What follows belongs to an exercise in optimizing a design on an open flow for a short achievable clock period and few clock cycles; a production flow would make more cautious choices.
For this run, only the layout was checked, not whether the RTL still works.

`flow/run.sh`:
```
#!/bin/bash
# synth_recipe.tcl (not shown) runs the flow's synth.tcl, then flattens the netlist and writes it again
# the make line also repeats each setting of config.mk as NAME=value (left out here)
make -C /OpenROAD-flow-scripts/flow DESIGN_CONFIG=/design/flow/config.mk WORK_HOME=/design/flow/orfs CLKGATE_MAP_FILE= SYNTH_SCRIPT=/design/flow/synth_recipe.tcl finish
```
`flow/config.mk`:
```
export PLATFORM = sky130hd
export DESIGN_NAME = oberon_cpu
export DESIGN_NICKNAME = oberon_cpu
export VERILOG_FILES = /design/flow/design.v
export SDC_FILE = /design/flow/constraint.sdc
export NUM_CORES = 4
export LEC_CHECK = 0
export CAP_MARGIN = 20
export CORE_MARGIN = 2
export CORE_UTILIZATION = 40
export SLEW_MARGIN = 20
```
`flow/constraint.sdc`:
```
create_clock -name core_clock -period 22.0 [get_ports {clk}]
set_input_delay 4.4000 -clock core_clock [delete_from_list [all_inputs] [get_ports {clk}]]
set_output_delay 4.4000 -clock core_clock [all_outputs]
set_load 0.01 [all_outputs]
```
`flow/design.v`:
```
module oberon_fpadd (
    input  wire [31:0] x,
    input  wire [31:0] y,
    input  wire        u,
    input  wire        v,
    output reg  [31:0] z
);
    wire        xs = x[31];
    wire        ys = y[31];
    wire [7:0]  xe = u ? 8'd150 : x[30:23];
    wire [7:0]  ye = y[30:23];
    wire [31:0] xm = {7'b0, 1'b1, x[22:0], 1'b0};
    wire [31:0] x0 = u ? {{7{x[23]}}, x[23:0], 1'b0}
                       : (xs ? (32'b0 - xm) : xm);
    wire [31:0] ym = {7'b0, (~u & ~v), y[22:0], 1'b0};
    wire [31:0] y0 = ys ? (32'b0 - ym) : ym;
    wire        ybig = (ye > xe);
    wire [7:0]  d    = ybig ? (ye - xe) : (xe - ye);
    wire [4:0]  dsat = (d > 8'd31) ? 5'd31 : d[4:0];
    wire [7:0]  e0   = ybig ? ye : xe;
    wire [31:0] x0sh = $signed(x0) >>> dsat;
    wire [31:0] y0sh = $signed(y0) >>> dsat;
    wire [31:0] x3   = ybig ? x0sh : x0;
    wire [31:0] y3   = ybig ? y0 : y0sh;
    wire [31:0] sum  = {5'b0, xs, xs, x3[24:0]} + {5'b0, ys, ys, y3[24:0]};
    wire [31:0] sabs = sum[26] ? (32'b0 - sum) : sum;
    wire [31:0] s    = (sabs + 32'd1) & 32'h07FFFFFF;
    wire [31:0] t3a  = s >> 1;
    reg  [4:0]  lz;
    integer k;
    always @(*) begin
        lz = 5'd0;
        for (k = 0; k <= 24; k = k + 1)
            if (t3a[k]) lz = 5'd24 - k[4:0];
    end
    wire        big  = (s & 32'h03FFFFFC) != 32'b0;
    wire [31:0] e1   = {24'b0, e0} + 32'd1 - (big ? {27'b0, lz} : 32'd24);
    wire [31:0] t3   = big ? (t3a << lz) : (t3a << 24);
    wire [31:0] flr  = $signed(sum << 5) >>> 6;
    always @(*) begin
        if (v)
            z = flr;
        else if (x[30:0] == 31'b0)
            z = (u || y[30:0] == 31'b0) ? 32'b0 : y;
        else if (y[30:0] == 31'b0)
            z = x;
        else if (t3[24:0] == 25'b0 || e1[8])
            z = 32'b0;
        else
            z = {sum[26], e1[7:0], t3[23:1]};
    end
endmodule
module oberon_cpu (
    input  wire        clk,
    input  wire        rst,           
    output wire        imem_req,
    output wire [31:0] imem_addr,
    input  wire [31:0] imem_rdata,
    input  wire        imem_ack,
    output wire        dmem_req,
    output wire        dmem_we,
    output wire        dmem_byte,
    output wire [31:0] dmem_addr,
    output wire [31:0] dmem_wdata,
    input  wire [31:0] dmem_rdata,
    input  wire        dmem_ack
);
    localparam [31:0] RESET_PC = 32'h3FFFFE00;
    localparam [2:0] S_FETCH = 3'd0,
                     S_EXEC  = 3'd1,
                     S_MEM   = 3'd2,
                     S_MUL   = 3'd3,
                     S_DIV   = 3'd4,
                     S_FML   = 3'd5,
                     S_FDV   = 3'd6,
                     S_WB    = 3'd7;
    reg [2:0]  state;
    reg [31:0] pc;
    reg [31:0] ir;
    reg [31:0] R [0:15];
    reg [31:0] H;
    reg        flag_n, flag_z, flag_c, flag_v;
    wire        p   = ir[31];
    wire        q   = ir[30];
    wire        u   = ir[29];
    wire        v   = ir[28];
    wire [3:0]  a   = ir[27:24];
    wire [3:0]  b   = ir[23:20];
    wire [3:0]  op  = ir[19:16];
    wire [3:0]  c   = ir[3:0];
    wire [31:0] bval   = R[b];
    wire [31:0] Rc  = R[c];
    wire [31:0] imm = v ? {{16{ir[15]}}, ir[15:0]} : {16'b0, ir[15:0]};
    wire [31:0] n   = q ? imm : Rc;
    wire [4:0]  sh    = n[4:0];
    wire        cin   = u & flag_c;
    wire [32:0] add33 = {1'b0, bval} + {1'b0, n} + {32'b0, cin};
    wire [32:0] sub33 = {1'b0, bval} - {1'b0, n} - {32'b0, cin};
    wire [31:0] asr   = $signed(bval) >>> sh;
    wire [63:0] rordb = {bval, bval} >> sh;
    wire [31:0] fad_out;
    oberon_fpadd u_fpadd (
        .x   (bval),
        .y   ((op == 4'd13) ? (n ^ 32'h80000000) : n),
        .u   (u),
        .v   (v),
        .z   (fad_out)
    );
    reg [31:0] alu;
    always @(*) begin
        case (op)
            4'd0: begin
                if (!u)       alu = n;
                else if (q)   alu = {ir[15:0], 16'b0};
                else if (v)   alu = {flag_n, flag_z, flag_c, flag_v, 20'b0, 8'h53};
                else          alu = H;
            end
            4'd1:  alu = bval << sh;
            4'd2:  alu = asr;
            4'd3:  alu = rordb[31:0];
            4'd4:  alu = bval & n;
            4'd5:  alu = bval & ~n;
            4'd6:  alu = bval | n;
            4'd7:  alu = bval ^ n;
            4'd8:  alu = add33[31:0];
            4'd9:  alu = sub33[31:0];
            default: alu = fad_out;    
        endcase
    end
    reg pred;
    always @(*) begin
        case (ir[26:24])
            3'd0: pred = flag_n;
            3'd1: pred = flag_z;
            3'd2: pred = flag_c;
            3'd3: pred = flag_v;
            3'd4: pred = flag_c | flag_z;
            3'd5: pred = flag_n ^ flag_v;
            3'd6: pred = (flag_n ^ flag_v) | flag_z;
            default: pred = 1'b1;
        endcase
    end
    wire taken = pred ^ ir[27];
    reg [31:0] maddr;
    reg [31:0] mwdata;
    reg        mwe;
    reg        mbyte;
    reg [3:0]  mreg;
    assign imem_req   = (state == S_FETCH);
    assign imem_addr  = pc;
    assign dmem_req   = (state == S_MEM);
    assign dmem_we    = mwe;
    assign dmem_byte  = mbyte;
    assign dmem_addr  = maddr;
    assign dmem_wdata = mwdata;
    reg [7:0] ld_byte;
    always @(*) begin
        case (maddr[1:0])
            2'd0: ld_byte = dmem_rdata[7:0];
            2'd1: ld_byte = dmem_rdata[15:8];
            2'd2: ld_byte = dmem_rdata[23:16];
            default: ld_byte = dmem_rdata[31:24];
        endcase
    end
    wire [31:0] ld_val = mbyte ? {24'b0, ld_byte} : dmem_rdata;
    reg [5:0]  count;
    reg [3:0]  dst;
    reg        opu;
    reg [31:0] opb;       
    reg [31:0] opn;       
    reg [32:0] acc_hi;    
    reg [31:0] acc_lo;    
    reg        dneg;
    wire [32:0] mul_sum = acc_lo[0] ? (acc_hi + {1'b0, opb}) : acc_hi;
    wire [31:0] mul_hi_u = acc_hi[31:0];
    wire [31:0] mul_hi_s = acc_hi[31:0] - (opb[31] ? opn : 32'b0) - (opn[31] ? opb : 32'b0);
    wire [31:0] div_w0 = {acc_hi[30:0], acc_lo[31]};
    wire [31:0] div_w1 = div_w0 - opn;
    wire [31:0] div_q  = acc_lo;
    wire [31:0] div_r  = acc_hi[31:0];
    wire [31:0] div_q_out = !dneg ? div_q : ((div_r != 0) ? ~div_q : (~div_q + 32'd1));
    wire [31:0] div_r_out = (dneg && div_r != 0) ? (opn - div_r) : div_r;
    wire [23:0] fxm = {1'b1, opb[22:0]};
    wire [23:0] fym = {1'b1, opn[22:0]};
    wire [24:0] fml_sum = acc_lo[0] ? ({1'b0, acc_hi[23:0]} + {1'b0, fxm}) : {1'b0, acc_hi[23:0]};
    wire [47:0] fml_m   = {acc_hi[23:0], acc_lo[23:0]};
    wire [7:0]  fxe = opb[30:23];
    wire [7:0]  fye = opn[30:23];
    wire [31:0] fsign = (opb ^ opn) & 32'h80000000;
    wire [31:0] fml_e0 = {24'b0, fxe} + {24'b0, fye} - 32'd127;
    wire [31:0] fml_e1 = fml_m[47] ? fml_e0 + 32'd1 : fml_e0;
    wire [23:0] fml_z0 = fml_m[47] ? (fml_m[46:23] + 24'd1) : (fml_m[45:22] + 24'd1);
    reg  [31:0] fml_out;
    always @(*) begin
        if (fxe == 8'd0 || fye == 8'd0) fml_out = 32'b0;
        else if (!fml_e1[8])            fml_out = fsign | {1'b0, fml_e1[7:0], fml_z0[23:1]};
        else if (!fml_e1[7])            fml_out = fsign | {1'b0, 8'hFF, fml_z0[23:1]};
        else                            fml_out = 32'b0;
    end
    wire [24:0] fdv_r   = acc_hi[24:0];
    wire        fdv_ge  = ({1'b0, fdv_r} >= {2'b0, fym});
    wire [24:0] fdv_sub = fdv_ge ? (fdv_r - {1'b0, fym}) : fdv_r;
    wire [25:0] fdv_q1  = acc_lo[25:0];
    wire [31:0] fdv_e0  = {24'b0, fxe} - {24'b0, fye} + 32'd126;
    wire [31:0] fdv_e1  = fdv_q1[25] ? fdv_e0 + 32'd1 : fdv_e0;
    wire [23:0] fdv_q2  = fdv_q1[25] ? fdv_q1[24:1] : fdv_q1[23:0];
    wire [23:0] fdv_q3  = fdv_q2 + 24'd1;
    reg  [31:0] fdv_out;
    always @(*) begin
        if (fxe == 8'd0)         fdv_out = 32'b0;
        else if (fye == 8'd0)    fdv_out = fsign | 32'h7F800000;
        else if (!fdv_e1[8])     fdv_out = fsign | {1'b0, fdv_e1[7:0], fdv_q3[23:1]};
        else if (!fdv_e1[7])     fdv_out = fsign | {1'b0, 8'hFF, fdv_q2[23:1]};
        else                     fdv_out = 32'b0;
    end
    reg [31:0] wb_val;
    always @(*) begin
        case (op)
            4'd10:   wb_val = acc_lo;
            4'd11:   wb_val = div_q_out;
            4'd14:   wb_val = fml_out;
            default: wb_val = fdv_out;
        endcase
    end
    integer i;
    always @(posedge clk) begin
        if (rst) begin
            state  <= S_FETCH;
            pc     <= RESET_PC;
            ir     <= 32'b0;
            for (i = 0; i < 16; i = i + 1) R[i] <= 32'b0;
            H      <= 32'b0;
            flag_n      <= 1'b0;
            flag_z      <= 1'b0;
            flag_c      <= 1'b0;
            flag_v      <= 1'b0;
            maddr  <= 32'b0;
            mwdata <= 32'b0;
            mwe    <= 1'b0;
            mbyte  <= 1'b0;
            mreg   <= 4'b0;
            count  <= 6'b0;
            dst    <= 4'b0;
            opu    <= 1'b0;
            opb    <= 32'b0;
            opn    <= 32'b0;
            acc_hi <= 33'b0;
            acc_lo <= 32'b0;
            dneg   <= 1'b0;
        end else begin
            case (state)
                S_FETCH: begin
                    if (imem_ack) begin
                        ir    <= imem_rdata;
                        pc    <= pc + 32'd1;
                        state <= S_EXEC;
                    end
                end
                S_EXEC: begin
                    if (!p) begin
                        dst <= a;
                        opu <= u;
                        opb <= bval;
                        opn <= n;
                        case (op)
                            4'd10: begin             
                                acc_hi <= 33'b0;
                                acc_lo <= n;
                                count  <= 6'd32;
                                state  <= S_MUL;
                            end
                            4'd11: begin             
                                dneg   <= ~u & bval[31];
                                acc_hi <= 33'b0;
                                acc_lo <= (~u & bval[31]) ? (32'b0 - bval) : bval;
                                count  <= 6'd32;
                                state  <= S_DIV;
                            end
                            4'd14: begin             
                                acc_hi <= 33'b0;
                                acc_lo <= {8'b0, 1'b1, n[22:0]};
                                count  <= 6'd24;
                                state  <= S_FML;
                            end
                            4'd15: begin             
                                acc_hi <= {9'b0, 1'b1, bval[22:0]};
                                acc_lo <= 32'b0;
                                count  <= 6'd26;
                                state  <= S_FDV;
                            end
                            default: begin
                                R[a]  <= alu;
                                flag_z     <= (alu == 32'b0);
                                flag_n     <= alu[31];
                                if (op == 4'd8) begin
                                    flag_c <= add33[32];
                                    flag_v <= (bval[31] == n[31]) && (add33[31] != bval[31]);
                                end else if (op == 4'd9) begin
                                    flag_c <= sub33[32];
                                    flag_v <= (bval[31] != n[31]) && (sub33[31] != bval[31]);
                                end
                                state <= S_FETCH;
                            end
                        endcase
                    end else if (!q) begin
                        maddr  <= bval + {{12{ir[19]}}, ir[19:0]};
                        mwdata <= v ? {24'b0, R[a][7:0]} : R[a];
                        mwe    <= u;
                        mbyte  <= v;
                        mreg   <= a;
                        state  <= S_MEM;
                    end else begin
                        if (taken) begin
                            if (v) begin
                                R[15] <= {pc[29:0], 2'b00};
                                flag_z     <= ({pc[29:0], 2'b00} == 32'b0);
                                flag_n     <= pc[29];
                            end
                            if (u)
                                pc <= pc + {{8{ir[23]}}, ir[23:0]};
                            else if (v && c == 4'd15)
                                pc <= {2'b00, pc[29:0]};
                            else
                                pc <= {2'b00, Rc[31:2]};
                        end
                        state <= S_FETCH;
                    end
                end
                S_MEM: begin
                    if (dmem_ack) begin
                        if (!mwe) begin
                            R[mreg] <= ld_val;
                            flag_z       <= (ld_val == 32'b0);
                            flag_n       <= ld_val[31];
                        end
                        state <= S_FETCH;
                    end
                end
                S_MUL: begin
                    acc_hi <= {1'b0, mul_sum[32:1]};
                    acc_lo <= {mul_sum[0], acc_lo[31:1]};
                    count  <= count - 6'd1;
                    if (count == 6'd1) state <= S_WB;
                end
                S_DIV: begin
                    if (div_w1[31]) begin
                        acc_hi <= {1'b0, div_w0};
                        acc_lo <= {acc_lo[30:0], 1'b0};
                    end else begin
                        acc_hi <= {1'b0, div_w1};
                        acc_lo <= {acc_lo[30:0], 1'b1};
                    end
                    count <= count - 6'd1;
                    if (count == 6'd1) state <= S_WB;
                end
                S_FML: begin
                    acc_hi <= {9'b0, fml_sum[24:1]};
                    acc_lo <= {8'b0, fml_sum[0], acc_lo[23:1]};
                    count  <= count - 6'd1;
                    if (count == 6'd1) state <= S_WB;
                end
                S_FDV: begin
                    acc_hi <= {7'b0, fdv_sub, 1'b0};
                    acc_lo <= {acc_lo[30:0], fdv_ge};
                    count  <= count - 6'd1;
                    if (count == 6'd1) state <= S_WB;
                end
                S_WB: begin
                    R[dst] <= wb_val;
                    flag_z      <= (wb_val == 32'b0);
                    flag_n      <= wb_val[31];
                    if (op == 4'd10) H <= opu ? mul_hi_u : mul_hi_s;
                    if (op == 4'd11) H <= div_r_out;
                    state <= S_FETCH;
                end
            endcase
        end
    end
endmodule
```
==> impl_metrics.tcl <==
set metrics [dict create \
    layout.cells.non_filler 13000 \
    cts_tree "yes" \
    post_cts_buffers 0 \
    netlist.top_cell.by_area "sky130_fd_sc_hd__edfxtp_1" \
    timing_max_transition_violations_final 0 \
    critical_path.slowest_cell "sky130_fd_sc_hd__dfxtp_4" \
    timing.clock.skew_ps 91.7 \
    rows 168 \
    critical_path.max_fanout 49 \
    layout_min_cycle_time_ps 19860 \
    clock_latency_ps 820 \
    area_growth_syn_to_layout_pct 10.7 \
    cp_data_arrival_time_ps 20410 \
    buffer_ports.inserted 167 \
    setup.worst_path.end_class "register" \
    synth-async-reset-ratio_pct 0 \
    timing.final.setup_violations 0 \
    worstMarginPinSlew_ps 1320 \
    critical_path.reg2reg.endpoint "R[15][26]$_DFFE_PP_" \
    initial_core_util_pct 40.1 \
    mappedNetlistArea_sq_mm 0.0839 \
    achievable-frequency_mhz 50.3 \
    seq_area_frac_synth_pct 26.1 \
    die_height_microns 462 \
    cells_after_dpl 12800 \
    layout-drive-gt1-share_pct 12.2 \
    setup.worst_path.class "reg -> reg" \
    synth_fp_nets 10800 \
    regArea_sq_mm 0.0219 \
    gpl.final_weighted_congestion 1.12 \
    cts-buffers-inserted 99 \
    cts.sinks 837 \
    cpPeakStageDelay_ps 850 \
    r2r_cells 63 \
    grt_pass1_vias 83000 \
    holdCritStartpoint "maddr[11]$_SDFFE_PP0P_" \
    totalNegativeSetupSlack_ps 0 \
    nets 10600 \
    grt_max_degree 102 \
    synth_top_area_share_pct 18.3 \
    syn_inst 10200 \
    grt_pass1_wl_microns 666000 \
    antenna_found_initial 39 \
    fillers 20900 \
    globalRoute.totalOverflow 0 \
    total_wire_length_after_detailed_routing_microns 487000 \
    synthTopCellsByArea "sky130_fd_sc_hd__edfxtp_1, sky130_fd_sc_hd__mux4_2, sky130_fd_sc_hd__dfxtp_1" \
    result_of_the_run "timing/DRC/antenna clean" \
    synth_commonest_cells "sky130_fd_sc_hd__nor2_1, sky130_fd_sc_hd__nand2_1, sky130_fd_sc_hd__a21oi_1, sky130_fd_sc_hd__o21ai_0, sky130_fd_sc_hd__clkbuf_1" \
    postLayoutCoreUtil_pct 44.4 \
    max_cap_viol_count 0 \
    start_kind "register" \
    post-route-worst-setup-slack_ps 2140 \
    drt_first_iter_violations 13200 \
    worst-r2r-setup-slack_ps 2140 \
    hold_path_cell_cnt 2 \
    grt_setup_unrepaired "false" \
    synth_most_common_cell "sky130_fd_sc_hd__nor2_1" \
    viasPerCell 6.85 \
    post-route-period-util_pct 90.3 \
    htree_num_levels 3 \
    min_to "maddr[11]$_SDFFE_PP0P_" \
    ys.warnings.count 2 \
    hold_buffers 0 \
    multiInputGateArea_sq_mm 0.0578 \
    required_ps 22550 \
    dr_total_vias 89100 \
    drc_errors 0 \
    cts_root_buf "sky130_fd_sc_hd__clkbuf_16" \
    hold_path.class "reg -> reg" \
    final_report_hold_violation_count 0 \
    path_common_cell "sky130_fd_sc_hd__a21oi_1" \
    grt_usage_pct 44.4 \
    syn_area_per_cell_sq_um 8.21 \
    dr.pass1.iters 10 \
    antenna_violating_nets_post_route 0 \
    clockBufferDepth 3 \
    cts.reportedPaths.clkPinSlew_ps 60 \
    yosys_register_bits 837 \
    synth_cell_types 117 \
    worst_slew_margin_rel_pct 11.5 \
    commonest_register_cell_after_synthesis "sky130_fd_sc_hd__edfxtp_1" \
    die-area_sq_mm 0.213 \
    width_of_the_die_microns 462 \
    post-dp-hpwl_microns 363000 \
    number_of_enable_flip_flop_cells_after_synthesis 512 \
    boundaryPins 168 \
    post_placement_setup_slack_ps 2780 \
    ctsResizeCount 0 \
    wire_per_inst_microns 37.5 \
    coreArea_sq_mm 0.209 \
]
cell type report:
cell class,instances,share of cell area [%]
Multi-Input combinational cell,8185,62.3
Tap cell,2805,3.78
Timing Repair Buffer,548,4.93
Sequential cell,837,23.6
Antenna cell,17,0.0458
Clock buffer,127,2.91
Inverter,428,1.73
Clock inverter,59,0.725
worst max-delay path by stage:
stage	end	slack [ps]
detailed placement	R[15][26]$_DFFE_PP_	2780
global route	R[15][31]$_DFFE_PP_	1370
CTS	R[15][31]$_DFFE_PP_	2700
global placement	R[15][26]$_DFFE_PP_	2650
finish	R[15][26]$_DFFE_PP_	2140
floorplan	R[15][31]$_DFFE_PP_	2990
stage by stage:
step                hold WS [ps]  cell area (sq um)
floorplan                    436              83900
global placement             443              89300
detailed placement           447              89400
CTS                          457              92800
global route                 479              92800
finish                       455              92900
sequential cells by signal (all words and copies together), names as in the netlist, 3 cells and up, named ones only:
name,count
R,512
dst,4
pc,32
opn,32
mwdata,32
mreg,4
H,32
acc_hi,32
state,3
count,6
opb,32
acc_lo,32
ir,32
maddr,32
worst max-delay path, delay by kind of cell, from the launching register on:
kind	cells	cell delay, ps
flip-flops	1	850
adder cells (fa/ha/maj)	4	1330
AND/OR/NAND/NOR	15	3710
XOR/XNOR	2	450
buffers and inverters	8	2870
AO/OA/AOI/OAI	31	8460
multiplexers	3	1700
layout by cell type (no fill, tap or decap), types with 54 or more instances in the layout:
cell type	instances
sky130_fd_sc_hd__o211ai_1	104
sky130_fd_sc_hd__buf_4	375
sky130_fd_sc_hd__clkdlybuf4s50_1	166
sky130_fd_sc_hd__dfxtp_1	305
sky130_fd_sc_hd__nor3_1	195
sky130_fd_sc_hd__a211oi_1	137
sky130_fd_sc_hd__clkbuf_16	101
sky130_fd_sc_hd__o21bai_1	57
sky130_fd_sc_hd__a21o_1	85
sky130_fd_sc_hd__edfxtp_1	512
sky130_fd_sc_hd__o221ai_1	70
sky130_fd_sc_hd__nor2_1	1292
sky130_fd_sc_hd__o21ai_0	687
sky130_fd_sc_hd__a31oi_1	128
sky130_fd_sc_hd__nor4_1	68
sky130_fd_sc_hd__mux4_2	403
sky130_fd_sc_hd__and3_1	65
sky130_fd_sc_hd__a22oi_1	128
sky130_fd_sc_hd__o22ai_1	119
sky130_fd_sc_hd__mux2_2	58
sky130_fd_sc_hd__nand4_1	60
sky130_fd_sc_hd__xnor2_1	325
sky130_fd_sc_hd__o21a_1	62
sky130_fd_sc_hd__and2_1	69
sky130_fd_sc_hd__nor2b_1	70
sky130_fd_sc_hd__nand2_1	1147
sky130_fd_sc_hd__xor2_1	97
sky130_fd_sc_hd__ha_1	432
sky130_fd_sc_hd__a21oi_1	900
sky130_fd_sc_hd__or3_1	54
sky130_fd_sc_hd__mux2i_1	237
sky130_fd_sc_hd__nand3_1	239
sky130_fd_sc_hd__nand2b_1	63
sky130_fd_sc_hd__inv_1	410
cell families after synthesis:
family / share of synthesized area [%]
AOI/OAI and AO/OA: 22.9
other: 0.00447
xor gates and xnor gates: 4.61
muxes: 14.5
DFF: 26.1
and+or+nand+nor: 18.6
buffers and inverters: 5.70
adders and majority gates: 7.56
metal layers:
layer / global-route usage, % / up-vias / wire length [microns]
li1: - / 37600 / -
met1: 54.4 / 44000 / 182000
met2: 67.1 / 5978 / 209000
met3: 11.7 / 1506 / 52600
met4: 32.7 / 18 / 43400
met5: 0 / - / 124

-- separate check: timing with driven ports --
The results above use ideal ports. As a check the final layout listed here was re-extracted and re-timed, cells and wires unchanged.
Step 1, drivers: a clkbuf_16 drives clk and a buf_2 each remaining input, both assumed.
Step 2, shift: input delay + t, output delay - t, t = (earliest + latest rising clock arrival at the registers) / 2. This alone moves slack from input paths to output paths.
Slacks: no drivers / after step 1 / after step 2; pairs: no drivers / after step 1.
t, ns: 0.875
setup WS [ns]: 2.139 / 2.139 / 2.139
worst setup path after step 2: register to register
clock arrival spread, ns: 0.092 / 0.093
After both steps setup and hold are still met in this run. For this run, drivers alone change the setup slack by 0.000 ns; drivers and shift together by 0.000 ns.
